Source: an optimization exercise on an open RTL-to-GDS flow (aim: small area and a short achievable clock period). Production flows keep margins and buffers that such runs may drop.
The RTL was checked by simulation tests, not by an equivalence proof against the original design.

### design/flow/run.sh
#!/bin/bash
# synth_recipe.tcl (not shown) runs the flow's synth.tcl, then flattens the netlist and writes it again
# the make line also repeats each setting of config.mk as NAME=value (left out here)
make -C /OpenROAD-flow-scripts/flow DESIGN_CONFIG=/design/flow/config.mk WORK_HOME=/design/flow/orfs CLKGATE_MAP_FILE= SYNTH_SCRIPT=/design/flow/synth_recipe.tcl finish
### design/flow/design.v
module umps_disk (
    input  wire        clk,
    input  wire        rst,           
    input  wire [7:0]  clock_rate,    
    input  wire [15:0] cyls,          
    input  wire [7:0]  heads,         
    input  wire [7:0]  sects,         
    input  wire [15:0] rot_time,      
    input  wire [11:0] seek_time,     
    input  wire [6:0]  data_pct,      
    input  wire [3:0]  dma_ticks,     
    input  wire        tick,          
    input  wire [31:0] tod_lo,        
    input  wire        req_valid,
    input  wire        req_write,
    input  wire [2:0]  req_addr,      
    input  wire [31:0] req_wdata,
    output reg         rvalid,
    output reg  [31:0] rdata,
    input  wire        working,
    input  wire        dma_out_fail,  
    input  wire        dma_in_fail,   
    output reg         dma_out,       
    output reg         dma_in,        
    output reg  [31:0] dma_addr,      
    output reg         img_valid,     
    output reg         img_write,     
    output wire [15:0] img_cyl,
    output wire [7:0]  img_head,
    output wire [7:0]  img_sect,
    output wire        ip             
);
    function [32:0] f_sub;
        input [31:0] a;
        input [31:0] b;
        integer i;
        reg br;
        reg [31:0] d;
        begin
            br = 1'b0;
            for (i = 0; i < 32; i = i + 1) begin
                d[i] = a[i] ^ b[i] ^ br;
                br   = (~a[i] & b[i]) | (~(a[i] ^ b[i]) & br);
            end
            f_sub = {br, d};
        end
    endfunction
    function [32:0] f_add;
        input [31:0] a;
        input [31:0] b;
        input        ci;
        integer i;
        reg c;
        reg [31:0] s;
        begin
            c = ci;
            for (i = 0; i < 32; i = i + 1) begin
                s[i] = a[i] ^ b[i] ^ c;
                c    = (a[i] & b[i]) | ((a[i] ^ b[i]) & c);
            end
            f_add = {c, s};
        end
    endfunction
    function [31:0] f_dec;
        input [31:0] a;
        integer i;
        reg z;
        begin
            z = 1'b1;
            for (i = 0; i < 32; i = i + 1) begin
                f_dec[i] = a[i] ^ z;
                z = z & ~a[i];
            end
        end
    endfunction
    function [31:0] f_inc;
        input [31:0] a;
        integer i;
        reg c;
        begin
            c = 1'b1;
            for (i = 0; i < 32; i = i + 1) begin
                f_inc[i] = a[i] ^ c;
                c = c & a[i];
            end
        end
    endfunction
    localparam [2:0] ST_READY    = 3'd1;
    localparam [2:0] ST_ILLEGAL  = 3'd2;
    localparam [2:0] ST_BUSY     = 3'd3;
    localparam [2:0] ST_SEEKERR  = 3'd4;
    localparam [2:0] ST_DREADERR = 3'd5;
    localparam [2:0] ST_DWRITERR = 3'd6;
    localparam [2:0] ST_DMAERR   = 3'd7;
    localparam [2:0] PH_RST  = 3'd0;   
    localparam [2:0] PH_SEEK = 3'd1;   
    localparam [2:0] PH_REM  = 3'd2;   
    localparam [2:0] PH_SECT = 3'd3;   
    localparam [2:0] PH_DATA = 3'd4;   
    localparam [2:0] PH_DMA  = 3'd5;   
    reg [2:0]    status;
    reg [31:0]   command;
    reg [31:0]   data0;
    reg          pend;
    reg          fresh;               
    reg [2:0]    phase;
    reg [30:0]   c1;
    reg [7:0]    c2;
    reg [15:0]   cur_cyl;
    reg          cache_valid;
    reg [15:0]   cache_cyl;
    reg [7:0]    cache_head;
    reg [7:0]    cache_sect;
    reg [1:0]    init;                
    reg [23:0]   st;                  
    reg [23:0]   trem;                
    reg [7:0]    tcur;                
    assign ip       = pend;
    assign img_cyl  = cache_cyl;
    assign img_head = cache_head;
    assign img_sect = cache_sect;
    wire busy = status == ST_BUSY;
    wire i1   = init == 2'd1;
    wire i2   = init == 2'd2;
    wire [31:0] dv_n = i1 ? {8'd0, trem} : {c2[0], c1};
    wire [23:0] dv_d = i1 ? {16'd0, tcur} : st;
    wire [31:0] dv_q;
    genvar gi;
    generate
        for (gi = 0; gi < 32; gi = gi + 1) begin : g_row
            localparam integer W  = (gi < 24) ? gi : 24;          
            localparam integer WO = (gi + 1 < 24) ? gi + 1 : 24;   
            wire [24:0] t;
            wire [32:0] df;
            wire        ge;
            wire [23:0] rout;
            wire [8:0]  m2;
            wire [32:0] mdf;
            wire [7:0]  m;
            if (gi == 0) begin : g_first
                assign t  = {24'd0, dv_n[31]};
                assign m2 = {8'd0, ge};
            end else begin : g_next
                assign t  = {g_row[gi-1].rout, dv_n[31-gi]};
                assign m2 = {g_row[gi-1].m, ge};
            end
            assign df = {8'd0, t} - {9'd0, dv_d};
            assign ge = ~df[32];
            if (WO < 24) begin : g_narrow
                assign rout = {{(24-WO){1'b0}}, (ge ? df[WO-1:0] : t[WO-1:0])};
            end else begin : g_wide
                assign rout = ge ? df[23:0] : t[23:0];
            end
            assign dv_q[31-gi] = ge;
            assign mdf = {24'd0, m2} - {25'd0, tcur};
            assign m   = mdf[32] ? m2[7:0] : mdf[7:0];
        end
    endgenerate
    wire [23:0] rem = i2 ? g_row[31].rout : trem;
    wire [7:0]  cur = i2 ? g_row[31].m : tcur;
    wire [23:0] mu_a = rst ? {8'd0, rot_time} : st;
    wire [7:0]  mu_b = rst ? clock_rate : {1'b0, data_pct};
    wire [31:0] mu_p;
    generate
        for (gi = 0; gi < 8; gi = gi + 1) begin : g_mul
            wire [31:0] acc;
            if (gi == 0) begin : g_first
                assign acc = mu_b[0] ? {8'd0, mu_a} : 32'd0;
            end else begin : g_next
                wire [32:0] s = f_add(g_mul[gi-1].acc, mu_b[gi] ? ({8'd0, mu_a} << gi) : 32'd0, 1'b0);
                assign acc = s[31:0];
            end
        end
    endgenerate
    assign mu_p = g_mul[7].acc;
    wire [30:0] xd    = mu_p[30:0];                                    
    wire        xd_ge = (xd[30:7] != 24'd0) | (xd[6] & xd[5] & (xd[4] | xd[3] | xd[2]));   
    wire [7:0]  op_head = command[23:16];
    wire [7:0]  op_sect = command[15:8];
    wire [15:0] op_cyl  = command[31:16];
    wire        hit     = cache_valid && cache_cyl == cur_cyl &&
                          cache_head == op_head && cache_sect == op_sect;
    wire [32:0] off_a = f_add({24'd0, op_sect}, {24'd0, ~cur}, 1'b0);    
    wire [32:0] off_b = f_add({24'd0, off_a[7:0]}, {24'd0, sects}, 1'b0);
    wire [7:0]  off   = off_a[8] ? off_a[7:0] : off_b[7:0];
    wire [7:0]  off_m1 = f_dec({24'd0, off});
    wire [32:0] sd    = f_sub({16'd0, op_cyl}, {16'd0, cur_cyl});
    wire [15:0] sd_m1 = sd[32] ? ~sd[15:0] : f_dec({16'd0, sd[15:0]});
    wire [11:0] stm1  = f_dec({20'd0, seek_time});
    wire [15:0] ccm1  = f_dec({16'd0, cur_cyl});
    reg [2:0]  e_ph;
    reg [30:0] e_c1;
    reg [7:0]  e_c2;
    always @(*) begin
        e_ph = phase;
        e_c1 = c1;
        e_c2 = c2;
        if (fresh) begin
            case (command[2:0])
                3'd0: begin
                    e_ph = PH_RST;
                    e_c2 = clock_rate;
                    e_c1 = 31'd399;
                end
                3'd2: begin
                    e_ph = PH_SEEK;
                    e_c2 = clock_rate;
                    e_c1 = {3'd0, sd_m1, stm1};
                end
                default: begin
                    if (command[2:0] == 3'd3 && hit) begin
                        e_ph = PH_DMA;
                        e_c1 = {27'd0, dma_ticks};
                    end else if (rem != 24'd0) begin
                        e_ph = PH_REM;
                        e_c1 = {7'd0, rem};
                        e_c2 = off;
                    end else if (off != 8'd0) begin
                        e_ph = PH_SECT;
                        e_c1 = {7'd0, st};
                        e_c2 = off_m1;
                    end else if (xd_ge) begin
                        e_ph = PH_DATA;
                        e_c1 = xd;
                    end else begin
                        e_ph = PH_DMA;
                        e_c1 = {27'd0, dma_ticks};
                    end
                end
            endcase
        end
    end
    wire is_cr   = (e_ph == PH_RST) || (e_ph == PH_SEEK);
    wire is_data = (e_ph == PH_DATA);
    wire c1_one  = (e_c1 == 31'd1);
    wire c1_lt2h = (e_c1[30:8] == 23'd0) & ~(e_c1[7] & e_c1[6] & (e_c1[5] | e_c1[4] | e_c1[3]));   
    wire run_end = is_cr ? (e_c2 == 8'd1) : is_data ? c1_lt2h : c1_one;
    wire [32:0] c1_dn = f_add({1'b0, e_c1}, {1'b0, 23'h7fffff, 1'b1, ~is_data, ~is_data, 3'b111, ~is_data, ~is_data}, 1'b0);
    wire [7:0]  c2_dn = f_dec({24'd0, e_c2});
    wire        us_z  = (e_c1[11:0] == 12'd0);
    wire        cy_z  = (e_c1[27:12] == 16'd0);
    reg [2:0]  t_ph;
    reg [30:0] t_c1;
    reg [7:0]  t_c2;
    reg        done;
    always @(*) begin
        t_ph = e_ph;
        t_c1 = e_c1;
        t_c2 = e_c2;
        done = 1'b0;
        if (is_cr) begin
            if (!run_end) begin
                t_c2 = c2_dn;
            end else begin
                t_c2 = clock_rate;
                if (!us_z) begin
                    t_c1 = c1_dn[30:0];
                end else if (!cy_z) begin
                    t_c1 = {c1_dn[30:12], stm1};
                end else if (e_ph == PH_RST && seek_time != 12'd0 && cur_cyl != 16'd0) begin
                    t_ph = PH_SEEK;
                    t_c1 = {3'd0, ccm1, stm1};
                end else begin
                    done = 1'b1;
                end
            end
        end else if (!run_end) begin
            t_c1 = c1_dn[30:0];
        end else begin
            case (e_ph)
                PH_REM, PH_SECT: begin
                    if (e_c2 != 8'd0) begin
                        t_ph = PH_SECT;
                        t_c2 = c2_dn;
                        t_c1 = {7'd0, st};
                    end else if (xd_ge) begin
                        t_ph = PH_DATA;
                        t_c1 = xd;
                    end else begin
                        t_ph = PH_DMA;
                        t_c1 = {27'd0, dma_ticks};
                    end
                end
                PH_DATA: begin
                    t_ph = PH_DMA;
                    t_c1 = {27'd0, dma_ticks};
                end
                default: begin
                    done = 1'b1;
                end
            endcase
        end
    end
    reg [2:0]    n_status;
    reg [31:0]   n_command;
    reg [31:0]   n_data0;
    reg          n_pend;
    reg          n_fresh;
    reg [15:0]   n_cur_cyl;
    reg          n_cache_valid;
    reg          n_cache_set;
    reg          n_dma_out;
    reg          n_dma_in;
    reg          n_img_valid;
    reg          n_img_write;
    wire [15:0] seek_c = req_wdata[31:16];
    wire [7:0]  w_head = req_wdata[23:16];
    wire [7:0]  w_sect = req_wdata[15:8];
    wire [32:0] cmp_c  = f_sub({16'd0, seek_c}, {16'd0, cyls});
    wire [32:0] cmp_h  = f_sub({24'd0, w_head}, {24'd0, heads});
    wire [32:0] cmp_s  = f_sub({24'd0, w_sect}, {24'd0, sects});
    wire        c_oob  = ~cmp_c[32];                   
    wire        hs_oob = ~cmp_h[32] | ~cmp_s[32];      
    always @(*) begin
        n_status      = status;
        n_command     = command;
        n_data0       = data0;
        n_pend        = pend;
        n_fresh       = 1'b0;
        n_cur_cyl     = cur_cyl;
        n_cache_valid = cache_valid;
        n_cache_set   = 1'b0;
        n_dma_out     = 1'b0;
        n_dma_in      = 1'b0;
        n_img_valid   = 1'b0;
        n_img_write   = 1'b0;
        if (tick && busy && done) begin
            n_pend = 1'b1;
            case (command[2:0])
                3'd0: begin
                    n_cur_cyl = 16'd0;
                    n_status  = ST_READY;
                end
                3'd2: begin
                    if (working) begin
                        n_cur_cyl = op_cyl;
                        n_status  = ST_READY;
                    end else begin
                        n_status  = ST_SEEKERR;
                    end
                end
                3'd3: begin
                    if (!working) begin
                        n_cache_valid = 1'b0;
                        n_status      = ST_DREADERR;
                    end else begin
                        n_img_valid = !hit;
                        n_dma_out   = 1'b1;
                        n_cache_set = 1'b1;
                        if (dma_out_fail) begin
                            n_cache_valid = 1'b0;
                            n_status      = ST_DMAERR;
                        end else begin
                            n_cache_valid = 1'b1;
                            n_status      = ST_READY;
                        end
                    end
                end
                default: begin
                    if (working) begin
                        n_img_valid   = 1'b1;
                        n_img_write   = 1'b1;
                        n_cache_set   = 1'b1;
                        n_cache_valid = 1'b1;
                        n_status      = ST_READY;
                    end else begin
                        n_cache_valid = 1'b0;
                        n_status      = ST_DWRITERR;
                    end
                end
            endcase
        end
        if (req_valid && req_write && n_status != ST_BUSY) begin
            if (req_addr == 3'd2) begin
                n_data0 = req_wdata;
            end else if (req_addr == 3'd1) begin
                n_command = req_wdata;
                case (req_wdata[7:0])
                    8'd0: begin  
                        n_cache_valid = 1'b0;
                        n_pend        = 1'b0;
                        n_status      = ST_BUSY;
                        n_fresh       = 1'b1;
                    end
                    8'd1: begin  
                        n_pend   = 1'b0;
                        n_status = ST_READY;
                    end
                    8'd2: begin  
                        if (c_oob) begin
                            n_status = ST_SEEKERR;
                            n_pend   = 1'b1;
                        end else if (seek_time == 12'd0 || seek_c == n_cur_cyl) begin
                            n_pend = 1'b1;
                            if (working) begin
                                n_cur_cyl = seek_c;
                                n_status  = ST_READY;
                            end else begin
                                n_status  = ST_SEEKERR;
                            end
                        end else begin
                            n_pend   = 1'b0;
                            n_status = ST_BUSY;
                            n_fresh  = 1'b1;
                        end
                    end
                    8'd3: begin  
                        if (hs_oob) begin
                            n_cache_valid = 1'b0;
                            n_status      = ST_DREADERR;
                            n_pend        = 1'b1;
                        end else begin
                            n_pend   = 1'b0;
                            n_status = ST_BUSY;
                            n_fresh  = 1'b1;
                        end
                    end
                    8'd4: begin  
                        n_cache_valid = 1'b0;
                        if (hs_oob) begin
                            n_status = ST_DWRITERR;
                            n_pend   = 1'b1;
                        end else begin
                            n_dma_in = 1'b1;
                            if (dma_in_fail) begin
                                n_status = ST_DMAERR;
                                n_pend   = 1'b1;
                            end else begin
                                n_pend   = 1'b0;
                                n_status = ST_BUSY;
                                n_fresh  = 1'b1;
                            end
                        end
                    end
                    default: begin  
                        n_status = ST_ILLEGAL;
                        n_pend   = 1'b1;
                    end
                endcase
            end
        end
    end
    wire [23:0] rem_1  = f_inc({8'd0, rem});
    wire [7:0]  cur_1  = f_inc({24'd0, cur});
    wire        rem_w  = (rem_1 == st);
    wire        cur_w  = (cur_1 == sects);
    wire        tod_z  = (tod_lo == 32'd0);
    always @(posedge clk) begin
        if (rst) begin
            rvalid <= 1'b0;
            rdata  <= 32'd0;
        end else begin
            rvalid <= req_valid & ~req_write;
            if (req_valid & ~req_write) begin
                case (req_addr)
                    3'd0: rdata <= {29'd0, status};
                    3'd1: rdata <= command;
                    3'd2: rdata <= data0;
                    3'd3: rdata <= {cyls, heads, sects};
                    3'd4: rdata <= {31'd0, pend};
                    default: rdata <= 32'd0;
                endcase
            end
        end
    end
    always @(posedge clk) begin
        if (rst) begin
            status      <= ST_READY;
            command     <= 32'd0;
            data0       <= 32'd0;
            pend        <= 1'b0;
            fresh       <= 1'b0;
            cur_cyl     <= 16'd0;
            cache_valid <= 1'b0;
            dma_out     <= 1'b0;
            dma_in      <= 1'b0;
            img_valid   <= 1'b0;
            img_write   <= 1'b0;
            init        <= 2'd1;
        end else begin
            status      <= n_status;
            command     <= n_command;
            data0       <= n_data0;
            pend        <= n_pend;
            fresh       <= n_fresh;
            cur_cyl     <= n_cur_cyl;
            cache_valid <= n_cache_valid;
            dma_out     <= n_dma_out;
            dma_in      <= n_dma_in;
            img_valid   <= n_img_valid;
            img_write   <= n_img_write;
            init        <= {i1, 1'b0};
        end
        if (i1 && !rst)
            st <= dv_q[23:0];
        if (i1) begin
            {c2[0], c1} <= tod_lo;
        end else if (tick && busy) begin
            phase <= t_ph;
            c1    <= t_c1;
            c2    <= t_c2;
        end else begin
            phase <= e_ph;
            c1    <= e_c1;
            c2    <= e_c2;
        end
        if (rst) begin
            trem <= mu_p[23:0];
            tcur <= sects;
        end else if (!i1) begin
            if (tick && tod_z) begin
                trem <= 24'd0;
                tcur <= 8'd0;
            end else if (tick && rem_w) begin
                trem <= 24'd0;
                tcur <= cur_w ? 8'd0 : cur_1;
            end else if (tick) begin
                trem <= rem_1;
                tcur <= cur;
            end else begin
                trem <= rem;
                tcur <= cur;
            end
        end
        if (n_cache_set) begin
            cache_cyl  <= cur_cyl;
            cache_head <= op_head;
            cache_sect <= op_sect;
        end
        if (!rst && (n_dma_out || n_dma_in))
            dma_addr <= data0;
    end
endmodule
### design/flow/constraint.sdc
create_clock -name core_clock -period 260.0 [get_ports {clk}]
set_input_delay 52.0000 -clock core_clock [delete_from_list [all_inputs] [get_ports {clk}]]
set_output_delay 52.0000 -clock core_clock [all_outputs]
set_load 0.01 [all_outputs]
### design/flow/config.mk
export PLATFORM = sky130hd
export DESIGN_NAME = umps_disk
export DESIGN_NICKNAME = umps_disk
export VERILOG_FILES = /design/flow/design.v
export SDC_FILE = /design/flow/constraint.sdc
export NUM_CORES = 4
export LEC_CHECK = 0
export CAP_MARGIN = 20
export CORE_MARGIN = 2
export CORE_UTILIZATION = 40
export SLEW_MARGIN = 20
==> run notes, run 1 <==
The run finished with no timing, DRC or antenna violations. TritonCTS built the clock tree. Counting flops with an async set or reset pin after synthesis yields a share of 0%. Via total after detailed routing: 69100. The number of port buffers came out at 255. The worst setup path is launched from a flip-flop.

Tracing the worst setup path back leads to its startpoint at st[20]. By area, the combinational part of the netlist is dominated by compound AO/OA/AOI/OAI gates. The worst hold path cell count is 0, and the count of routing violations after the opening detailed-route iteration is 6944. Worst hold endpoint: dma_addr[5]. The layout cell share with drive strength beyond 1 is 7.26%, and the length of the first detailed-routing pass in iterations is 8.

Summing the areas of all compound-gate instances in the mapped netlist gives 26.3% of the synthesized area. Global routing used 31.6% of the available tracks. The endpoint kind of the worst setup timing path is a flip-flop. The run gives 221 mm as the placed wire-length estimate.

The number of setup buffers added after CTS is 0, and the combined buffer and inverter count along the critical path is 49. The first global-routing pass estimated 413 mm of wire. Clock tree synthesis found a total of 287 sinks. Summed over all layers, the routed wires come to 280 mm. STA puts the critical path data required time at 260.57 ns. The highest achievable clock rate is 8.03 MHz. Of all nets on the critical path, the largest fanout is 63.

The number of storage elements in the synthesis netlist is 287, and the depth of the CTS H-tree is 2. Counting buffers and inverters, the worst setup path is 535 cells deep.

The cell count after synthesis is 8818, and the die extent in x is 414 um. Max-slew violation total from the final report: 0. For the finished layout, the period the worst path requires is 124.55 ns. Setup repair after global routing left no endpoint under its margin.

Summed over all layers, the global routing overflow is 0. The via count of the first global-routing pass was 65800. The total of warnings raised by yosys was 1; the post-synthesis simple-gate area fraction was 18.7%. After Yosys synthesis, XOR and XNOR cells account for 6.38% of the synthesized area. The cell at the slowest stage of the critical path was sky130_fd_sc_hd__nor4_2.

The run gives 10200 as the number of nets in the layout. For flop-to-flop paths, the worst setup slack is 135.45 ns. After detailed routing, the average wire length per cell comes to 25.1 um. In this run the cell area of the synthesized design comes to 67100 um2.

The worst register-to-register path begins at st[20]. On the worst path, the slowest cell contributes a delay of 0.88 ns.

The region available for standard cell placement spans 167000 um2. sky130_fd_sc_hd__nand2_1 is the most common cell in the netlist. The post-detailed-route DRC marker count is 0, and the headroom to the max-slew limit is 18.1%. The number of resized instances in the post-cts repair step came out at 0. For the die outline area, the log shows 171000 um2.

For the final database, setup skew stands at 0.0573 ns. The area share of the largest cell type after synthesis is 16.5%, and the number of failing hold endpoints at the final stage is 0. The mean instance size in the synthesized netlist is 7.61 um2, and the accumulated negative setup slack is 0 ns. At the worst endpoint, the arrival time is 125.12 ns. In this run the worst setup path terminates at c1[30].

For this configuration, the core starts out at a cell density of 40.2%. Relative to the synthesized area, the layout overhead comes to 9.73%.

Routability-driven placement finished with a final weighted congestion of 1.01. The remaining antenna violation count is 0, and the sequential fraction of the synthesis area is 10.5%. For the source-to-sink clock delay at the later pin of the worst-skew pair, the log shows 0.64 ns. The die span in y is 414 um.

Buffers inserted during clock tree synthesis total 38. The count of final setup violators is 0. The capture instance of the worst register-to-register path was c1[30].

Entering global routing, the biggest net connects 136 pins. The initial antenna violation count was 19. The ratio of routed vias to standard cells works out to 6.18.

In this run, synthesis inferred 130 flip-flops with an integrated enable. In the synthesized netlist, the cells that appear most often are sky130_fd_sc_hd__nand2_1 (908), sky130_fd_sc_hd__ha_1 (886), sky130_fd_sc_hd__nor2_1 (850).

The tools report the startpoint of the worst hold path as data0[5]. The share of the cycle needed by the critical path after routing works out to 47.9%. The fraction of synthesized area in multiplexers works out to 8.24%.

After filler insertion, the fill cell instance count of the layout stands at 16800. 256 I/O pins were placed. The slew at the pin closest to its max-slew limit is 1.22 ns.

For the worst flop-to-flop path, the logic depth is 535. For the site row count, the log shows 150. The area share of fa/ha/maj cells after synthesis came out at 24.0%.

The cell type group with the largest total delay on the critical path is compound AO/OA/AOI/OAI gates. Across all hold checks on the routed design, the worst slack comes to 0.437 ns. In the synthesized netlist the dominant register cell turns out to be sky130_fd_sc_hd__dfxtp_1.

Counting distinct cell types in the post-synthesis netlist gives 135. The run gives 0 as the max-capacitance violation count. After synthesis, the cell types taking the most area are sky130_fd_sc_hd__ha_1 (17%), sky130_fd_sc_hd__fa_1 (7.5%), sky130_fd_sc_hd__edfxtp_1 (5.8%). Critical path class: reg -> reg.

The worst hold-check path type was reg -> reg. No sink is reached through more buffers than the 3 on the longest clock path. In this run, post-CTS hold repair placed 0 buffers. The clock transition at the registers of the reported paths works out to 0.08 ns. CTS placed an instance of sky130_fd_sc_hd__clkbuf_16 at the clock tree root. The most prevalent standard cell on the critical path was sky130_fd_sc_hd__o21ai_0. Summed over all instances, the cell type with the most area after synthesis is sky130_fd_sc_hd__ha_1.
[sequential cells by signal, summed over array words and instances (netlist names), 2 cells and up]
name / count
trem: 24
dma_addr: 32
c1: 31
command: 32
cache_head: 8
phase: 3
cache_cyl: 16
status: 3
cur_cyl: 16
rdata: 32
init: 2
c2: 8
cache_sect: 8
tcur: 8
data0: 32
st: 24
[per-stage QoR]
stage               util (%)  instances  instance area [um2]  worst slack (ns)
floorplan                  -       8826                67100            152.33
global placement        43.3      11100                72300            142.09
detailed placement      43.3      11100                72300            138.46
CTS                     44.1      11200                73600            137.77
global route            44.1      11200                73600            123.48
finish                  44.1      11200                73600            135.45
[final cells by class]
| class | instances | area [um2] | share of cell area, % |
|---|---|---|---|
| clock buffer | 54 | 1120 | 1.53 |
| multi-input combinational | 7527 | 56300 | 76.5 |
| inverter | 677 | 2550 | 3.47 |
| timing repair buffer | 397 | 3620 | 4.92 |
| tap | 2204 | 2760 | 3.75 |
| sequential | 287 | 7050 | 9.58 |
| antenna | 13 | 32.5 | 0.0442 |
| clock inverter | 15 | 145 | 0.197 |
[cell usage in the layout, fill, tap and decap left out, types with 76 or more instances in the layout]
cell type / Yosys / routed
sky130_fd_sc_hd__nand2_1: 908 / 908
sky130_fd_sc_hd__ha_1: 886 / 886
sky130_fd_sc_hd__nor2_1: 850 / 844
sky130_fd_sc_hd__inv_1: 657 / 652
sky130_fd_sc_hd__o21ai_0: 629 / 627
sky130_fd_sc_hd__a21oi_1: 597 / 589
sky130_fd_sc_hd__xnor2_1: 305 / 305
sky130_fd_sc_hd__mux2_2: 254 / 254
sky130_fd_sc_hd__fa_1: 252 / 252
sky130_fd_sc_hd__clkdlybuf4s50_1: 0 / 252
sky130_fd_sc_hd__mux2i_1: 245 / 245
sky130_fd_sc_hd__a21o_1: 230 / 230
sky130_fd_sc_hd__xor2_1: 181 / 181
sky130_fd_sc_hd__a21boi_0: 173 / 173
sky130_fd_sc_hd__nor2b_1: 162 / 158
sky130_fd_sc_hd__dfxtp_1: 157 / 156
sky130_fd_sc_hd__nor3_1: 145 / 144
sky130_fd_sc_hd__buf_4: 8 / 141
sky130_fd_sc_hd__o21a_1: 136 / 136
sky130_fd_sc_hd__edfxtp_1: 130 / 130
sky130_fd_sc_hd__nand2b_1: 107 / 106
sky130_fd_sc_hd__nand3_1: 107 / 106
sky130_fd_sc_hd__a211oi_1: 94 / 93
sky130_fd_sc_hd__and2_1: 88 / 88
sky130_fd_sc_hd__a22oi_1: 76 / 76
[worst max-delay path by stage]
stage	cells after the start	end	slack, ns
after global placement	535	c1[30]	142.09
after floorplan	569	c1[30]	152.33
[per-layer routing]
metal	vias to the layer above	wire length (um)	GRT usage (%)
li1	31900	-	-
met1	33300	118000	41.5
met2	3104	124000	50.6
met3	679	22600	4.56
met4	8	15500	15.1
met5	-	52	0
[kinds of logic (layout without fill, tap and decap cells)]
kind of cell,count (synthesis),in the layout
other,2,23
xor gates and xnor gates,487,487
and+or+nand+nor,2707,2707
AOI/OAI and AO/OA,2672,2672
adders and majority gates,1138,1138
DFF,287,287
buffers and inverters,1012,1143
muxes,513,513
==> inputs of run 2 (changes only) <==
--- a/design/flow/design.v
+++ b/design/flow/design.v
@@ -87,2 +87,23 @@
     endfunction
+    function [26:0] psub;
+        input [25:0] a; input [25:0] b;
+        reg [25:0] g, p, G, P, G2, P2; integer i, l, k;
+        reg [26:0] br;
+        begin
+            for (i=0;i<26;i=i+1) begin g[i] = ~a[i] & b[i]; p[i] = ~(a[i] ^ b[i]); end
+            G = g; P = p;
+            for (l=0;l<5;l=l+1) begin
+                G2 = G; P2 = P;
+                for (i=0;i<26;i=i+1) if ((i >> l) & 1) begin
+                    k = ((i >> l) << l) - 1;
+                    G2[i] = G[i] | (P[i] & G[k]); P2[i] = P[i] & P[k];
+                end
+                G = G2; P = P2;
+            end
+            br[0] = 1'b0;
+            for (i=0;i<26;i=i+1) br[i+1] = G[i];
+            for (i=0;i<26;i=i+1) psub[i] = a[i] ^ b[i] ^ br[i];
+            psub[26] = br[26];
+        end
+    endfunction
     localparam [2:0] ST_READY    = 3'd1;
@@ -100,2 +121,3 @@
     localparam [2:0] PH_DMA  = 3'd5;   
+    localparam [2:0] PH_ENT  = 3'd6;   
     reg [2:0]    status;
@@ -124,7 +146,21 @@
     wire i2   = init == 2'd2;
-    wire [31:0] dv_n = i1 ? {8'd0, trem} : {c2[0], c1};
-    wire [23:0] dv_d = i1 ? {16'd0, tcur} : st;
-    wire [31:0] dv_q;
+    localparam integer DK = 9;
+    wire [23:0] st_q;
     genvar gi;
     generate
+        for (gi = 0; gi < 24; gi = gi + 1) begin : g_st
+            wire [8:0] t;
+            wire [9:0] df;
+            wire       ge;
+            wire [7:0] rout;
+            if (gi == 0) begin : g_first
+                assign t = {8'd0, trem[23]};
+            end else begin : g_next
+                assign t = {g_st[gi-1].rout, trem[23-gi]};
+            end
+            assign df   = {1'b0, t} - {2'b0, tcur};
+            assign ge   = ~df[9];
+            assign rout = ge ? df[7:0] : t[7:0];
+            assign st_q[23-gi] = ge;
+        end
         for (gi = 0; gi < 32; gi = gi + 1) begin : g_row
@@ -133,3 +169,3 @@
             wire [24:0] t;
-            wire [32:0] df;
+            wire [26:0] df;
             wire        ge;
@@ -137,13 +173,17 @@
             wire [8:0]  m2;
-            wire [32:0] mdf;
+            wire [9:0]  mdf;
             wire [7:0]  m;
+            wire [23:0] dd = (gi < DK) ? st_q : st;
             if (gi == 0) begin : g_first
-                assign t  = {24'd0, dv_n[31]};
+                assign t  = {24'd0, tod_lo[31]};
                 assign m2 = {8'd0, ge};
+            end else if (gi == DK) begin : g_resume
+                assign t  = {trem, c1[31-DK]};
+                assign m2 = {c2, ge};
             end else begin : g_next
-                assign t  = {g_row[gi-1].rout, dv_n[31-gi]};
+                assign t  = {g_row[gi-1].rout, (gi < DK) ? tod_lo[31-gi] : c1[31-gi]};
                 assign m2 = {g_row[gi-1].m, ge};
             end
-            assign df = {8'd0, t} - {9'd0, dv_d};
-            assign ge = ~df[32];
+            assign df = psub({1'b0, t}, {2'b0, dd});
+            assign ge = ~df[26];
             if (WO < 24) begin : g_narrow
@@ -153,5 +193,4 @@
             end
-            assign dv_q[31-gi] = ge;
-            assign mdf = {24'd0, m2} - {25'd0, tcur};
-            assign m   = mdf[32] ? m2[7:0] : mdf[7:0];
+            assign mdf = {1'b0, m2} - {2'b0, tcur};
+            assign m   = mdf[9] ? m2[7:0] : mdf[7:0];
         end
@@ -185,3 +224,3 @@
     wire [7:0]  off   = off_a[8] ? off_a[7:0] : off_b[7:0];
-    wire [7:0]  off_m1 = f_dec({24'd0, off});
+    wire [7:0]  off_dn = f_dec({24'd0, c2});
     wire [32:0] sd    = f_sub({16'd0, op_cyl}, {16'd0, cur_cyl});
@@ -190,2 +229,4 @@
     wire [15:0] ccm1  = f_dec({16'd0, cur_cyl});
+    wire [7:0]  sp     = (op_sect == 8'd0) ? f_dec({24'd0, sects}) : f_dec({24'd0, op_sect});
+    wire        rd_hit = (command[2:0] == 3'd3) && hit;
     reg [2:0]  e_ph;
@@ -193,2 +234,3 @@
     reg [7:0]  e_c2;
+    reg        e_last;                 
     always @(*) begin
@@ -197,2 +239,3 @@
         e_c2 = c2;
+        e_last = rd_hit || (c1[27:4] == 24'd0 && c2 == 8'd0 && !xd_ge);
         if (fresh) begin
@@ -210,22 +253,20 @@
                 default: begin
-                    if (command[2:0] == 3'd3 && hit) begin
-                        e_ph = PH_DMA;
-                        e_c1 = {27'd0, dma_ticks};
-                    end else if (rem != 24'd0) begin
-                        e_ph = PH_REM;
-                        e_c1 = {7'd0, rem};
-                        e_c2 = off;
-                    end else if (off != 8'd0) begin
-                        e_ph = PH_SECT;
-                        e_c1 = {7'd0, st};
-                        e_c2 = off_m1;
-                    end else if (xd_ge) begin
-                        e_ph = PH_DATA;
-                        e_c1 = xd;
-                    end else begin
-                        e_ph = PH_DMA;
-                        e_c1 = {27'd0, dma_ticks};
-                    end
+                    e_ph = PH_DMA;
+                    e_c1 = {3'd0, rem, dma_ticks};
+                    e_c2 = off;
+                    e_last = rd_hit || (rem == 24'd0 && cur == sp && !xd_ge);
                 end
             endcase
+        end else if (phase == PH_ENT) begin
+            if (c1[27:4] != 24'd0) begin
+                e_ph = PH_REM;
+                e_c1 = {7'd0, c1[27:4]};
+            end else if (c2 != 8'd0) begin
+                e_ph = PH_SECT;
+                e_c1 = {7'd0, st};
+                e_c2 = off_dn;
+            end else begin
+                e_ph = PH_DATA;
+                e_c1 = xd;
+            end
         end
@@ -234,5 +275,7 @@
     wire is_data = (e_ph == PH_DATA);
-    wire c1_one  = (e_c1 == 31'd1);
+    wire is_dma  = (e_ph == PH_DMA);
+    wire c1_one  = (e_c1[30:4] == 27'd0) & (e_c1[3:0] == 4'd1);
     wire c1_lt2h = (e_c1[30:8] == 23'd0) & ~(e_c1[7] & e_c1[6] & (e_c1[5] | e_c1[4] | e_c1[3]));   
-    wire run_end = is_cr ? (e_c2 == 8'd1) : is_data ? c1_lt2h : c1_one;
+    wire run_end = is_cr ? (e_c2 == 8'd1) : is_data ? c1_lt2h :
+                   is_dma ? (e_c1[3:0] == 4'd1) : c1_one;
     wire [32:0] c1_dn = f_add({1'b0, e_c1}, {1'b0, 23'h7fffff, 1'b1, ~is_data, ~is_data, 3'b111, ~is_data, ~is_data}, 1'b0);
@@ -270,2 +313,8 @@
             case (e_ph)
+                PH_DMA: begin
+                    if (e_last)
+                        done = 1'b1;
+                    else
+                        t_ph = PH_ENT;
+                end
                 PH_REM, PH_SECT: begin
@@ -279,10 +328,5 @@
                     end else begin
-                        t_ph = PH_DMA;
-                        t_c1 = {27'd0, dma_ticks};
+                        done = 1'b1;
                     end
                 end
-                PH_DATA: begin
-                    t_ph = PH_DMA;
-                    t_c1 = {27'd0, dma_ticks};
-                end
                 default: begin
@@ -494,5 +538,6 @@
         if (i1 && !rst)
-            st <= dv_q[23:0];
+            st <= st_q;
         if (i1) begin
-            {c2[0], c1} <= tod_lo;
+            c1 <= {{DK{1'b0}}, tod_lo[31-DK:0]};
+            c2 <= g_row[DK-1].m;
         end else if (tick && busy) begin
@@ -509,3 +554,5 @@
             tcur <= sects;
-        end else if (!i1) begin
+        end else if (i1) begin
+            trem <= g_row[DK-1].rout;
+        end else begin
             if (tick && tod_z) begin
==> run notes, run 2 <==
Using the TritonRoute via totals, the vias-per-cell ratio works out to 6.18. The synthesized design spends more area on one cell type than any other, namely sky130_fd_sc_hd__ha_1. The tools report the largest net degree at the start of global routing as 180.

The time the worst path needs with I/O delays and setup came out at 93.14 ns. In the final routed layout, each cell accounts on average for 25.4 um. For the number of failing hold endpoints at the final stage, the log shows 0. The share of the cycle needed by the critical path after routing was 35.8%. The library cell used as clock root buffer was sky130_fd_sc_hd__clkbuf_16. After detailed routing, the total wire length is 304 mm. Measured along the x axis, the die boundary spans 435 um. The slew at the pin closest to its max-slew limit is 1.14 ns. The run finished with no timing, DRC or antenna violations. Setup repair after global routing left no endpoint under its margin. The tool flagged a number of max-cap violations equal to 0. In the layout the commonest cells are sky130_fd_sc_hd__ha_1 (1068), sky130_fd_sc_hd__nor2_1 (770), sky130_fd_sc_hd__nand2_1 (765), sky130_fd_sc_hd__inv_1 (649), sky130_fd_sc_hd__a21oi_1 (613).

TritonCTS built the clock tree. The tools report the max-slew violation total from the final report as 0. The critical path's largest stage delay is 0.95 ns, and the site row count is 158. The die span in y is 435 um, and the fraction of registers with async set/reset is 0%. After routing, the total negative slack on setup checks comes to 0 ns.

On the critical path, the stage with the largest delay is an instance of sky130_fd_sc_hd__o211a_1. In this run the deepest clock path goes through 3 buffers. After synthesis, the most frequently instantiated cells are sky130_fd_sc_hd__ha_1 (1068), sky130_fd_sc_hd__nor2_1 (776), sky130_fd_sc_hd__nand2_1 (765). The synthesized design contains 287 register bits.

Sequential fraction of the synthesis area: 9.06%. The logs give 40.2% for the starting utilization of the core area and 72200 for the via count of the first global-routing pass. The first-pass GRT wire length is 455 mm, and the weighted congestion reported at the end of routability-driven placement is 1.02. For the die outline area, the log shows 189000 um2. The highest achievable clock rate came out at 10.7 MHz. For the count of routing violations after the opening detailed-route iteration, the log shows 6857. The required time of the critical path came out at 260.48 ns. Cell count after synthesis: 9349. The depth of the CTS H-tree came out at 2. In the post-synthesis netlist, the biggest area contributors are sky130_fd_sc_hd__ha_1 (18%), sky130_fd_sc_hd__fa_1 (9.9%), sky130_fd_sc_hd__dfxtp_1 (5.1%). Across the routed clock network, the largest skew measured is 0.0391 ns. STA classifies the critical path endpoint as a flip-flop. The routed layout has 74200 vias. The top cell type by area accounts for 18.0% of the synthesized area. For this run the aggregate overflow at the end of global routing stands at 0. For this run, design rule violations remaining after detail routing come to 0.

The tools report the nature of the critical path startpoint as a flip-flop. In this run, CTS created clock tree buffers numbering 35. In this run the tightest slew margin relative to its limit is 21.5%. CTS saw 287 sinks. The tools report the number of setup buffers added after CTS as 0.

At the end of the flow, the number of nets in the layout was 11100. The logs give 93.62 ns for the critical path data arrival time and 185000 um2 for the core footprint. The tools report the source-to-sink clock delay at the later pin of the worst-skew pair as 0.59 ns. Compared with the post-synthesis result, the final layout area differs by 9.01%. In this run the mean area of a mapped cell was 7.96 um2. For the remaining antenna violation count, the log shows 0. The leading cell type in the layout, fill and taps excluded was sky130_fd_sc_hd__ha_1.

In this run, distinct cell masters in the synthesized netlist total 141. The run gives 0 as the count of final setup violators. Among the stages of the critical path, the cell type that occurs most often is sky130_fd_sc_hd__o21ai_0.

Clock-pin slew was measured on the worst setup and hold paths at 0.07 ns. The initial antenna violation count came out at 24. 256 I/O pins were placed.

On the critical path the largest part of the delay comes from compound AO/OA/AOI/OAI gates. After detailed placement, the design holds a cell count of 11900. Worst hold-check path type: reg -> reg.

The logs give 0 for the number of resized instances in the post-cts repair step and 1 for the total of warnings raised by yosys. The global-route usage over all layers was 30.9%. The setup path with the least slack is of type reg -> reg.

The first detailed-routing pass took 6 iterations. The combined buffer and inverter count along the critical path is 43. The most numerous cell in the Yosys netlist is sky130_fd_sc_hd__ha_1. The maximum fanout along the worst path was 36. Of the cells placed in the final design, the portion with a size suffix greater than 1 is 7.46%. For this design, the CTS-stage hold fixing added 0 buffers.

Detailed placement finished with a half-perimeter wire length of 243 mm. The most used flip-flop cell after synthesis is sky130_fd_sc_hd__dfxtp_1. The synthesized design contains 99 enable-type register cells.

Number of port buffers: 255. The finished layout holds 12000 standard cells, fillers aside. The cell area after synthesis came out at 74400 um2.
## run 2: changes by cell type after synthesis, sizes merged, moves of 37 or more
cell    previous run  this run
a31oi             71       118
and3              41        95
nor4              48        85
a21boi           180        64
nor2             852       782
nor3             148       205
fa               252       368
o21ai            653       466
xor2             181       270
nand2            909       767
ha               886      1068
a21o             230       352
a211oi            97       147
## run 2: metal layers
metal / part of all wire, % / wire length (um) / up-vias / track usage [%]
li1: - / - / 34400 / -
met4: 7.2 / 22000 / 22 / 18.7
met1: 41 / 124000 / 35800 / 38.6
met5: 0.049 / 149 / - / 0
met3: 7.3 / 22300 / 806 / 4.88
met2: 45 / 136000 / 3107 / 49.9
## run 2: layout make-up
type                    instances  area [um2]
diodes                          7        17.5
clock buffers                  46         948
clock inverters                18         150
fillers                     18800      104000
inverters                     679        2560
multi-input cells            8056       63700
flip-flops and latches        287        6740
well taps                    2480        3100
repair buffers                428        3880
## run 2: worst paths after layout
path,end,startpoint,cells past startpoint,slack (ns)
hold reg to reg,dma_addr[29],data0[29],0,0.44
setup / recovery,cur_cyl[5],c1[22],356,166.86
setup reg to reg,cur_cyl[5],c1[22],356,166.86
hold / removal,dma_addr[29],data0[29],0,0.44
## run 2: through the flow
step	utilization [%]	area, um2	hold WS [ns]	setup WS (ns)
2_1_floorplan	-	74400	0.424	182.57
3_3_place_gp	43.2	79900	0.437	170.45
3_5_place_dp	43.2	79900	0.442	168.18
4_1_cts	43.8	81000	0.454	167.73
5_1_grt	43.8	81100	0.467	159.22
6_report	43.8	81100	0.442	166.86
## run 2: cell families after synthesis
| family | share of synthesized area [%] |
|---|---|
| AOI/OAI and AO/OA | 25.4 |
| buffers and inverters | 5.61 |
| DFF | 9.06 |
| and+or+nand+nor | 17.6 |
| adders and majority gates | 27.9 |
| xor gates and xnor gates | 7.08 |
| muxes | 7.37 |
| other | 0.00504 |
## run 2: worst register-to-register path, delay by kind of cell (launching register included)
kind	cells	cell delay, ns
adders and majority gates	32	9.91
buffers and inverters	43	13.04
muxes	13	4.58
and+or+nand+nor	67	16.37
AOI/OAI and AO/OA	201	48.54
DFF	1	0.53
==> inputs of run 3 (changes only) <==
--- a/design/flow/config.mk
+++ b/design/flow/config.mk
@@ -9,3 +9,3 @@
 export CORE_MARGIN = 2
-export CORE_UTILIZATION = 40
+export CORE_UTILIZATION = 65
 export SLEW_MARGIN = 20
==> run notes, run 3 <==
The run finished with no timing, DRC or antenna violations. Leaving out fill and tap cells, the most frequent cell in the layout is sky130_fd_sc_hd__ha_1. Critical path class: reg -> reg. The cell area after layout was 79800 um2. Placed wire-length estimate: 239 mm. The depth of the CTS H-tree came out at 1. Once the floorplan was initialized, standard cells occupied 65.3% of the core. The instance area after placement is 78700 um2, and the met2 usage in global routing is 71.6%.

The cell sitting at the root of the clock tree is a sky130_fd_sc_hd__clkbuf_16. The run gives 0 as the post-detailed-route DRC marker count. Routability-driven placement finished with a final weighted congestion of 1.13. The end of the critical path is cur_cyl[10]. After the last flow step, the layout net total stands at 11100. From synthesis to final layout, the design area changed by 7.29%.

The tools report the endpoint kind of the worst setup timing path as a flip-flop. The first global-routing pass estimated 447 mm of wire. The worst slack at placement is 166.94 ns. The count of final setup violators came out at 0. The logs give 0 for the max-slew violation total from the final report and 18 for the initial antenna violation count. The run gives 9160 as the count of fill cells added during filler insertion. The sequential cell area in the final layout was 6740 um2; the mean instance size in the synthesized netlist was 7.96 um2. The number of failing hold endpoints at the final stage was 0. The logs give 0 for the number of setup buffers added after CTS and 78600 for the via total after detailed routing.

The worst setup margin was 163.91 ns; the site row count was 124. TritonCTS built the clock tree. The tools report the source-to-sink clock delay at the later pin of the worst-skew pair as 0.64 ns. Counting stages on the worst path, the most repeated cell is sky130_fd_sc_hd__o21ai_0.

In this run the most used layer during global routing was met2. The worst setup path is launched from a flip-flop. The time the worst path needs with I/O delays and setup came out at 96.09 ns. Cell at the slowest stage of the critical path: sky130_fd_sc_hd__o211a_1. On the final layout, the worst clock skew is 0.0720 ns. After synthesis, the share of flip-flops with an asynchronous set or reset is 0%. Yosys mapped the design onto 141 distinct sky130hd cell types. For the worst flop-to-flop path, the logic depth is 357. The tools report the cell area after synthesis as 74400 um2.

Counting along the longest clock path gives a buffer depth of 3. In the synthesized netlist, the number of instances is 9349. By area the synthesized netlist is led by sky130_fd_sc_hd__ha_1 (18%), sky130_fd_sc_hd__fa_1 (9.9%), sky130_fd_sc_hd__dfxtp_1 (5.1%).

The most used flip-flop cell after synthesis is sky130_fd_sc_hd__dfxtp_1. Ratio of routed vias to standard cells: 7.12. The region available for standard cell placement spans 114000 um2. Sorting the synthesized cells by how often they occur yields sky130_fd_sc_hd__ha_1 (1068), sky130_fd_sc_hd__nor2_1 (776), sky130_fd_sc_hd__nand2_1 (765). The highest achievable clock rate was 10.4 MHz; the largest net degree at the start of global routing was 86.

For flop-to-flop paths, the worst setup slack is 163.91 ns. In this run the critical register-to-register path is launched from st[1]. The run gives 74800 as the via count of the first global-routing pass. The critical path runs through a total of 357 cells.

The detailed router finished its first iteration with 9835 violations. For the number of hold-repair buffers added at the cts stage, the log shows 0. Of all cell types, the one taking the most synthesized area is sky130_fd_sc_hd__ha_1. The total of warnings raised by yosys is 1. The number of enable flip-flop cells after synthesis is 99, and the sequential fraction of the synthesis area is 9.06%. The post-route netlist has 7.43% of its cells at a drive strength greater than 1. For this run, global-route usage on met3 was measured as 18.9%. The max-capacitance violation count was 0.

Global routing used 62.1% of the available met1 tracks. Setup repair after global routing left no endpoint under its margin. The critical path's largest stage delay is 0.92 ns. The worst register-to-register path ends at cur_cyl[10]. The combined buffer and inverter count along the critical path came out at 39. The number of instances in the placed design was 11000. The tools report the count of boundary I/O pins as 256.

By instance count, the leading cell after synthesis is sky130_fd_sc_hd__ha_1. Of all nets on the critical path, the largest fanout is 36.

The clock drives 287 sinks. TritonCTS created 30 clock buffers. The top cell types in the final layout, fill and taps aside, are sky130_fd_sc_hd__ha_1 (1068), sky130_fd_sc_hd__nor2_1 (768), sky130_fd_sc_hd__nand2_1 (765), sky130_fd_sc_hd__inv_1 (649), sky130_fd_sc_hd__a21oi_1 (613). The critical path starts at st[1].

The worst hold-check path type is reg -> reg. The logs give 0 for the remaining antenna violation count and 0 for the number of resized instances in the post-cts repair step. Clock transition at the registers of the reported paths: 0.07 ns. The slew at the pin closest to its max-slew limit is 1.31 ns. For this block, the routed nets add up to 302 mm of wire.

The die span in y came out at 342 um. Once layout is complete, the cells apart from fillers number 11000. The area share of the largest cell type after synthesis came out at 18.0%.

Global routing finished with a remaining overflow of 0. Die extent in x: 342 um. After detailed routing, the average wire length per cell comes to 27.4 um. Global-route usage over all layers: 49.4%. The synthesized design contains 287 register bits.

The count of buffers added on input and output ports is 255. The tools report the critical path data arrival time as 96.57 ns. In this run the tightest slew margin relative to its limit is 11.5%.

The length of the first detailed-routing pass in iterations is 17. The final critical path takes up 37.0% of the cycle. On the critical path the largest part of the delay comes from compound AO/OA/AOI/OAI gates.

The required time of the critical path was 260.48 ns; the die outline area was 117000 um2. Multi-input combinational cell area: 63600 um2. For the final routed database, the setup TNS stands at 0 ns.
-- run 3: cell counts after synthesis --
Identical to the previous run, type by type.
-- run 3: through the flow --
stage | hold slack, ns | util [%]
5_1_grt | 0.473 | 70.0
2_1_floorplan | 0.424 | -
4_1_cts | 0.455 | 70.0
3_3_place_gp | 0.435 | 69.1
3_5_place_dp | 0.439 | 69.1
6_report | 0.460 | 70.1
-- run 3: worst min path at each step --
stage / start / end / cells past startpoint
2_1_floorplan: data0[0] / dma_addr[0] / 0
3_3_place_gp: data0[31] / dma_addr[31] / 0
3_5_place_dp: data0[31] / dma_addr[31] / 0
4_1_cts: data0[31] / dma_addr[31] / 0
5_1_grt: data0[23] / dma_addr[23] / 0
6_report: data0[31] / dma_addr[31] / 0
-- run 3: logic make-up (layout without fill, tap and decap cells) --
group | after synthesis | after routing | synth area share, %
AOI/OAI and AO/OA | 2774 | 2774 | 25.4
xor gates and xnor gates | 601 | 601 | 7.08
adders and majority gates | 1436 | 1436 | 27.9
buffers and inverters | 1018 | 1164 | 5.61
DFF | 287 | 287 | 9.06
muxes | 511 | 511 | 7.37
other | 1 | 34 | 0.00504
and+or+nand+nor | 2721 | 2721 | 17.6
-- run 3: layout make-up --
class / count / area share (%)
clock buffers: 41 / 1.11
multi-input cells: 8056 / 79.8
inverters: 679 / 3.21
well taps: 1512 / 2.37
clock inverters: 15 / 0.218
flip-flops and latches: 287 / 8.44
repair buffers: 429 / 4.83
diodes: 21 / 0.0659
-- run 3: per-layer routing --
layer	up-vias	wire length [um]
li1	34400	-
met5	-	597
met2	5526	121000
met3	1419	46700
met4	28	22400
met1	37200	111000
==> inputs of run 4 (changes only) <==
--- a/design/flow/design.v
+++ b/design/flow/design.v
@@ -146,5 +146,24 @@
     wire i2   = init == 2'd2;
-    localparam integer DK = 9;
-    wire [23:0] st_q;
     genvar gi;
+    wire [23:0] mu_a = rst ? {8'd0, rot_time} : st;
+    wire [7:0]  mu_b = rst ? clock_rate : {1'b0, data_pct};
+    wire [31:0] mu_p;
+    generate
+        for (gi = 0; gi < 8; gi = gi + 1) begin : g_mul
+            wire [31:0] acc;
+            if (gi == 0) begin : g_first
+                assign acc = mu_b[0] ? {8'd0, mu_a} : 32'd0;
+            end else begin : g_next
+                wire [32:0] s = f_add(g_mul[gi-1].acc, mu_b[gi] ? ({8'd0, mu_a} << gi) : 32'd0, 1'b0);
+                assign acc = s[31:0];
+            end
+        end
+    endgenerate
+    assign mu_p = g_mul[7].acc;
+    wire [30:0] xd    = mu_p[30:0];                                    
+    wire        xd_ge = (xd[30:7] != 24'd0) | (xd[6] & xd[5] & (xd[4] | xd[3] | xd[2]));   
+    localparam integer DK = 12;
+    localparam integer SK = 5;
+    wire [SK-1:0] st_hi;
+    wire [23:0] st_q;
     generate
@@ -155,4 +174,9 @@
             wire [7:0] rout;
+            wire [7:0] dsr = (gi < SK) ? sects : tcur;
             if (gi == 0) begin : g_first
-                assign t = {8'd0, trem[23]};
+                assign t = {8'd0, mu_p[23]};
+            end else if (gi < SK) begin : g_rst
+                assign t = {g_st[gi-1].rout, mu_p[23-gi]};
+            end else if (gi == SK) begin : g_resume
+                assign t = {trem[23:16], trem[23-gi]};
             end else begin : g_next
@@ -160,7 +184,12 @@
             end
-            assign df   = {1'b0, t} - {2'b0, tcur};
+            assign df   = {1'b0, t} - {2'b0, dsr};
             assign ge   = ~df[9];
             assign rout = ge ? df[7:0] : t[7:0];
-            assign st_q[23-gi] = ge;
+            if (gi >= SK) begin : g_q
+                assign st_q[23-gi] = ge;
+            end else begin : g_h
+                assign st_hi[SK-1-gi] = ge;
+            end
         end
+        assign st_q[23:24-SK] = st[23:24-SK];
         for (gi = 0; gi < 32; gi = gi + 1) begin : g_row
@@ -199,19 +228,2 @@
     wire [7:0]  cur = i2 ? g_row[31].m : tcur;
-    wire [23:0] mu_a = rst ? {8'd0, rot_time} : st;
-    wire [7:0]  mu_b = rst ? clock_rate : {1'b0, data_pct};
-    wire [31:0] mu_p;
-    generate
-        for (gi = 0; gi < 8; gi = gi + 1) begin : g_mul
-            wire [31:0] acc;
-            if (gi == 0) begin : g_first
-                assign acc = mu_b[0] ? {8'd0, mu_a} : 32'd0;
-            end else begin : g_next
-                wire [32:0] s = f_add(g_mul[gi-1].acc, mu_b[gi] ? ({8'd0, mu_a} << gi) : 32'd0, 1'b0);
-                assign acc = s[31:0];
-            end
-        end
-    endgenerate
-    assign mu_p = g_mul[7].acc;
-    wire [30:0] xd    = mu_p[30:0];                                    
-    wire        xd_ge = (xd[30:7] != 24'd0) | (xd[6] & xd[5] & (xd[4] | xd[3] | xd[2]));   
     wire [7:0]  op_head = command[23:16];
@@ -537,3 +549,5 @@
         end
-        if (i1 && !rst)
+        if (rst)
+            st[23:24-SK] <= st_hi;
+        else if (i1)
             st <= st_q;
@@ -552,3 +566,3 @@
         if (rst) begin
-            trem <= mu_p[23:0];
+            trem <= {g_st[SK-1].rout, 1'b0, mu_p[23-SK:0]};
             tcur <= sects;
--- a/design/flow/config.mk
+++ b/design/flow/config.mk
@@ -9,3 +9,3 @@
 export CORE_MARGIN = 2
-export CORE_UTILIZATION = 65
+export CORE_UTILIZATION = 40
 export SLEW_MARGIN = 20
==> run notes, run 4 <==
The starting utilization of the core area came out at 40.3%. The cell at the slowest stage of the critical path is sky130_fd_sc_hd__nor2_1. The total of warnings raised by yosys was 1; the number of buffers added by the clock tree synthesis step was 41. STA classifies the critical path endpoint as a flip-flop. Summing all non-filler instances in the final layout gives an area of 79000 um2. Ranked by total cell area, the synthesized netlist is headed by sky130_fd_sc_hd__ha_1 (19%), sky130_fd_sc_hd__fa_1 (10%), sky130_fd_sc_hd__dfxtp_1 (5.2%). The number of failing hold endpoints at the final stage is 0, and the number of resized instances in the post-cts repair step is 0. In this run the post-CTS setup repair buffer count came out at 0. Once placement finished, the instance area stood at 77600 um2.

Port buffering added 255 buffers. Routability-driven placement finished with a final weighted congestion of 1.03. Setup total negative slack on the finished layout was measured at 0 ns. The tool flagged a number of max-cap violations equal to 0. Setup repair after global routing left no endpoint under its margin. In the final design database the tool counted 10700 nets. The floorplan step defined a die boundary enclosing 184000 um2.

The cell count after synthesis came out at 8954. Counting along the longest clock path gives a buffer depth of 3. By instance count, the leading cell after synthesis is sky130_fd_sc_hd__ha_1. The critical path's largest stage delay works out to 0.81 ns. The sum of overflow across all layers after global routing is 0. The length of the first detailed-routing pass in iterations is 9, and the number of hold-repair buffers added at the cts stage is 0. The critical path class was reg -> reg.

After clock tree synthesis, the clock-pin slew on the worst setup and hold paths is 0.06 ns. The synthesized netlist occupies a cell area of 72100 um2. After Yosys synthesis, XOR and XNOR cells account for 7.66% of the synthesized area. After Yosys synthesis, full adders, half adders and majority gates account for 28.7% of the synthesized area.

Most prevalent standard cell on the critical path: sky130_fd_sc_hd__a21o_1. The portion of synthesized area spent on multiplexers is 8.00%. Static timing analysis puts the maximum clock frequency at 12.2 MHz.

For the pin with the worst max-slew slack, the measured transition is 1.13 ns. Main combinational cell family by area after synthesis: adder cells. During I/O placement, the number of pins put on the boundary was 256.

The leading cell type in the layout, fill and taps excluded is sky130_fd_sc_hd__ha_1. The run gives 68300 as the via count of the first global-routing pass. Along the worst path, the maximum fanout reaches 30. Cell type contributing the most total cell area after synthesis: sky130_fd_sc_hd__ha_1. In the global route stage, overall resource usage came out at 30.4%. The number of enable flip-flop cells after synthesis works out to 99. Across all layers, the routed design uses 70900 vias. After detailed routing, the number of remaining DRC violations is 0. From synthesis to final layout, the design area changed by 9.66%.

The run gives 0.65 ns as the source-to-sink clock delay at the later pin of the worst-skew pair. For this run, asynchronously set or reset flops after synthesis account for 0%. By count the netlist is led by sky130_fd_sc_hd__ha_1 (1066), sky130_fd_sc_hd__nand2_1 (752), sky130_fd_sc_hd__nor2_1 (693). Counting the fill cells in the layout gives 17800. The layout cell share with drive strength beyond 1 was 8.12%. The run finished with no timing, DRC or antenna violations. The final wirelength came out at 291 mm. The tree is rooted in a sky130_fd_sc_hd__clkbuf_16.

The initial antenna violation count was 20. The count of final setup violators was 0. The synthesized netlist devotes 24.1% of its cell area to compound gates. The worst pin sits at a relative slew slack of 23.4%. The synthesized netlist devotes 16.8% of its cell area to simple gates. The first global-routing pass estimated 432 mm of wire. The synthesized netlist contains 148 unique library cells.

After layout, the worst path uses 31.6% of the clock period. In the final routed layout, each cell accounts on average for 25.2 um. The run gives 0 as the remaining antenna violation count. In this run the worst hold path is classified as reg -> reg. The count of routing violations after the opening detailed-route iteration was 6709. Summed over its instances, the top area cell type makes up 18.5% of the synthesized netlist area. The number of storage elements in the synthesis netlist was 287.

Nature of the critical path startpoint: a flip-flop. The die is 428 um wide. The die span in y works out to 428 um. The commonest register cell after synthesis was sky130_fd_sc_hd__dfxtp_1. Detailed placement ended at an HPWL of 235 mm. The site row count is 155, and the time the worst path needs with I/O delays and setup is 82.25 ns. The max-slew violation total from the final report is 0, and the ratio of routed vias to standard cells is 6.15. STA puts the critical path data required time at 260.42 ns. CTS built an H-tree with a depth of 2.

The region available for standard cell placement spans 179000 um2. The largest net degree at the start of global routing is 85. The mean instance size in the synthesized netlist was 8.05 um2; the critical path data arrival time was 82.68 ns. TritonCTS built the clock tree. For the number of clock sinks seen by CTS, the log shows 287. The sequential fraction of the synthesis area was 9.35%. In the layout the commonest cells are sky130_fd_sc_hd__ha_1 (1066), sky130_fd_sc_hd__nand2_1 (751), sky130_fd_sc_hd__nor2_1 (689), sky130_fd_sc_hd__inv_1 (618), sky130_fd_sc_hd__a21oi_1 (618). Clock skew on the completed layout was measured at 0.0826 ns.
-- run 4: per-layer routing --
metal  routed length [um]  part of all wire [%]  vias to the layer above  track usage [%]
li1                     -                     -                    32800                -
met3                28500                   9.8                      700             7.50
met4                17900                   6.2                       20             15.7
met1               122000                    42                    34400             39.8
met2               122000                    42                     3076             46.4
met5                  139                 0.048                        -                0
-- run 4: cells by family after synthesis --
family          after synthesis
xor+xnor                    630
buf+inv                     955
fa+ha+maj                  1434
flops                       287
compound gates             2584
mux                         539
simple gates               2524
other cells                   1
-- run 4: worst paths after layout --
path | startpoint | endpoint | slack, ns | cells after the start
worst max-delay path | tcur[1] | c2[7] | 177.75 | 379
worst min-delay path | data0[13] | dma_addr[13] | 0.46 | 0
worst max register to register | tcur[1] | c2[7] | 177.75 | 379
worst min register to register | data0[13] | dma_addr[13] | 0.46 | 0
-- run 4: worst max-delay path, delay by kind of cell (launching register included) --
kind,cells,cell delay [ns]
compound gates,231,48.59
fa+ha+maj,33,9.16
mux,12,4.70
simple gates,70,12.22
buf+inv,33,6.54
flops,1,0.57
-- run 4: area by class of cell --
| class | count | area (um2) | area share, % |
|---|---|---|---|
| tap | 2355 | 2950 | 3.73 |
| clock buffer | 63 | 1200 | 1.52 |
| inverter | 651 | 2450 | 3.11 |
| timing repair buffer | 437 | 3930 | 4.97 |
| sequential | 287 | 6740 | 8.53 |
| multi-input combinational | 7724 | 61600 | 77.9 |
| clock inverter | 13 | 165 | 0.209 |
| antenna | 7 | 17.5 | 0.0222 |
-- run 4: per-stage QoR --
step / util, % / setup slack [ns] / cells / hold WS, ns
after global routing: 44.2 / 170.67 / 11500 / 0.465
after global placement: 43.4 / 177.68 / 11400 / 0.437
after CTS: 44.2 / 177.52 / 11500 / 0.456
after floorplan: - / 181.66 / 8966 / 0.424
final: 44.2 / 177.75 / 11500 / 0.456
after detailed placement: 43.4 / 177.07 / 11500 / 0.441
==> inputs of run 5 (changes only) <==
--- a/design/flow/design.v
+++ b/design/flow/design.v
@@ -498,24 +498,19 @@
     end
-    wire [23:0] rem_1  = f_inc({8'd0, rem});
-    wire [7:0]  cur_1  = f_inc({24'd0, cur});
-    wire        rem_w  = (rem_1 == st);
-    wire        cur_w  = (cur_1 == sects);
+    wire [23:0] rem_1  = rem + 24'd1;
+    wire [7:0]  cur_1  = cur + 8'd1;
+    wire [23:0] st_m1  = f_dec({8'd0, st});
+    wire [7:0]  sc_m1  = f_dec({24'd0, sects});
+    wire        rem_w  = (rem == st_m1);
+    wire        cur_w  = (cur == sc_m1);
     wire        tod_z  = (tod_lo == 32'd0);
     always @(posedge clk) begin
-        if (rst) begin
-            rvalid <= 1'b0;
-            rdata  <= 32'd0;
-        end else begin
-            rvalid <= req_valid & ~req_write;
-            if (req_valid & ~req_write) begin
-                case (req_addr)
-                    3'd0: rdata <= {29'd0, status};
-                    3'd1: rdata <= command;
-                    3'd2: rdata <= data0;
-                    3'd3: rdata <= {cyls, heads, sects};
-                    3'd4: rdata <= {31'd0, pend};
-                    default: rdata <= 32'd0;
-                endcase
-            end
-        end
+        rvalid <= !rst && req_valid && !req_write;
+        case (req_addr)
+            3'd0: rdata <= {29'd0, status};
+            3'd1: rdata <= command;
+            3'd2: rdata <= data0;
+            3'd3: rdata <= {cyls, heads, sects};
+            3'd4: rdata <= {31'd0, pend};
+            default: rdata <= 32'd0;
+        endcase
     end
@@ -590,4 +585,3 @@
         end
-        if (!rst && (n_dma_out || n_dma_in))
-            dma_addr <= data0;
+        dma_addr <= data0;
     end
==> run notes, run 5 <==
The run finished with no timing, DRC or antenna violations. The critical path data arrival time is 81.59 ns. The accumulated negative setup slack is 0 ns, and the starting utilization of the core area is 40.1%. For the worst-skew pair, the clock arrives at the later sink with an insertion delay of 0.58 ns.

TritonCTS built the clock tree.

After global routing the overflow that remains totals 0. Relative to the synthesized area, the layout overhead comes to 9.44%. The leading cell type in the layout, fill and taps excluded is sky130_fd_sc_hd__ha_1. Counting distinct cell types in the post-synthesis netlist gives 131.

Worst hold-check path type: reg -> reg. Measured along the x axis, the die boundary spans 427 um. Setup repair after global routing left no endpoint under its margin. In this design, the critical path's most frequently occurring cell is sky130_fd_sc_hd__o21ai_0. Once detailed placement completed, the half-perimeter wirelength came to 217 mm. Before CTS, the worst setup slack after placement is 179.71 ns. The detailed router placed 69600 vias in this run. The clock passes through at most 3 buffers. The first global-routing pass estimated 413 mm of wire. For the core footprint, the log shows 178000 um2. The root buffer cell chosen for the clock tree is sky130_fd_sc_hd__clkbuf_16.

For this block, the routed nets add up to 273 mm of wire. STA puts the critical path data required time at 260.46 ns. The critical path's largest stage delay works out to 1.06 ns. In this run the remaining antenna-violating nets after routing total 0. The logs give 67900 for the via count of the first global-routing pass and 43.9% for the post-route core utilization.

The instance area after placement came out at 77000 um2. After detailed routing, the number of remaining DRC violations is 0. The total of warnings raised by yosys is 1. The die span in y is 427 um. By count the netlist is led by sky130_fd_sc_hd__ha_1 (1062), sky130_fd_sc_hd__nor2_1 (783), sky130_fd_sc_hd__nand2_1 (739). The number of setup buffers added after CTS is 0. The clock transition at the registers of the reported paths was 0.07 ns; the fraction of registers with async set/reset was 0%. The logs give 72 for the largest net degree at the start of global routing and 18.9% for the headroom to the max-slew limit.

The slew at the pin closest to its max-slew limit is 1.22 ns. The global-route usage over all layers was 29.1%; the initial antenna violation count was 17. In the synthesized netlist the dominant register cell turns out to be sky130_fd_sc_hd__dfxtp_1. For the count of routing violations after the opening detailed-route iteration, the log shows 5792. The cell type contributing the most total cell area after synthesis is sky130_fd_sc_hd__ha_1. STA classifies the critical path startpoint as a flip-flop. The number of hold-repair buffers added at the cts stage came out at 0. The floorplan has 155 rows. 256 I/O pins were placed.

Number of port buffers: 255. STA classifies the critical path endpoint as a flip-flop. Final standard cell count with taps included and fillers excluded: 11500. Max-cap violations in this run came to 0.

The logs give 35 for the number of buffers added by the clock tree synthesis step and 178.88 ns for the worst setup margin. By instance count, the leading cell after synthesis is sky130_fd_sc_hd__ha_1. Along the worst path, the maximum fanout reaches 35. Leaving out fill and tap cells, the most frequent cells in the layout are sky130_fd_sc_hd__ha_1 (1062), sky130_fd_sc_hd__nor2_1 (779), sky130_fd_sc_hd__nand2_1 (739), sky130_fd_sc_hd__inv_1 (663), sky130_fd_sc_hd__a21oi_1 (601).

The floorplan step defined a die boundary enclosing 182000 um2. By area the synthesized netlist is led by sky130_fd_sc_hd__ha_1 (19%), sky130_fd_sc_hd__fa_1 (10%), sky130_fd_sc_hd__dfxtp_1 (6.2%). The cell count after synthesis was 8981. In this run, post-CTS repair resized a total of 0 instances. Cells with a size suffix above 1 make up 7.01% of the layout. After synthesis the netlist holds a flip-flop and latch count of 287. CTS built an H-tree with a depth of 2.

The run gives 12.3 MHz as the highest achievable clock rate.
-- run 5: path summary, 6_finish.rpt --
path                            startpoint           end  slack, ns  cells after the start
worst min register to register   data0[15]  dma_addr[15]       0.36                      0
worst min-delay path             data0[15]  dma_addr[15]       0.36                      0
worst max-delay path                 st[9]         fresh     178.88                    305
worst max register to register       st[9]         fresh     178.88                    305
-- run 5: cell type report --
cell class	instances	area, um2
fill	17800	99800
antenna	3	7.51
clock buffer	43	937
timing repair buffer	403	3670
clock inverter	21	213
inverter	698	2620
sequential	287	6420
tap	2355	2950
multi-input combinational	7719	61400
-- run 5: critical path: cells and delay by family (launching register included) --
kind            cells  cell delay, ns
simple gates       50           10.75
fa+ha+maj          29            9.71
compound gates    179           46.96
mux                 8            2.55
buf+inv            37           10.03
xor+xnor            2            0.43
flops               1            0.32
-- run 5: cells by family after synthesis --
family / Yosys count / share of synthesized area, %
xor gates and xnor gates: 673 / 8.25
and+or+nand+nor: 2515 / 16.6
DFF: 287 / 8.98
other: 1 / 0.00525
adders and majority gates: 1430 / 28.9
muxes: 514 / 7.66
AOI/OAI and AO/OA: 2574 / 24.3
buffers and inverters: 987 / 5.34
-- run 5: routing by layer --
metal	vias up	part of all wire (%)	track usage (%)
li1	32700	-	-
met2	2644	45	47.5
met5	-	0.037	0
met3	678	6.9	4.25
met4	14	6.3	15.0
met1	33500	42	37.3

==> separate check: timing with driven ports <==
Ports are ideal in the flow. The routed layouts listed here were re-timed in OpenROAD. Step 1 sets driving cells, clkbuf_16 on the clock port and buf_2 on the other inputs (assumed; they add their load-dependent delay and slew). Step 2 adds t to the input delays and takes it off the output delays; t is the mean of the earliest and latest rising clock arrival at the registers after step 1. Input paths then give back, and output paths get back, about the clock's delay inside the block. a / b / c = ideal ports / drivers / drivers and shift; a / b = the first two.
| run | shift t [ns] | setup WS [ns] | slew at the worst register clock pin (ns) |
|---|---|---|---|
| run 1 | 0.679 | 135.450 / 135.450 / 135.450 | 0.08 / 0.08 |
| run 2 | 0.637 | 166.859 / 166.859 / 166.859 | 0.07 / 0.07 |
| run 3 | 0.672 | 163.911 / 163.911 / 163.911 | 0.07 / 0.07 |
| run 4 | 0.695 | 177.749 / 177.749 / 177.290 | 0.07 / 0.07 |
| run 5 | 0.631 | 178.876 / 178.876 / 178.876 | 0.07 / 0.07 |
After both steps setup and hold are still met in every run listed. For run 4, which loses most, drivers alone change the setup slack by 0.000 ns; drivers and shift together by -0.459 ns.
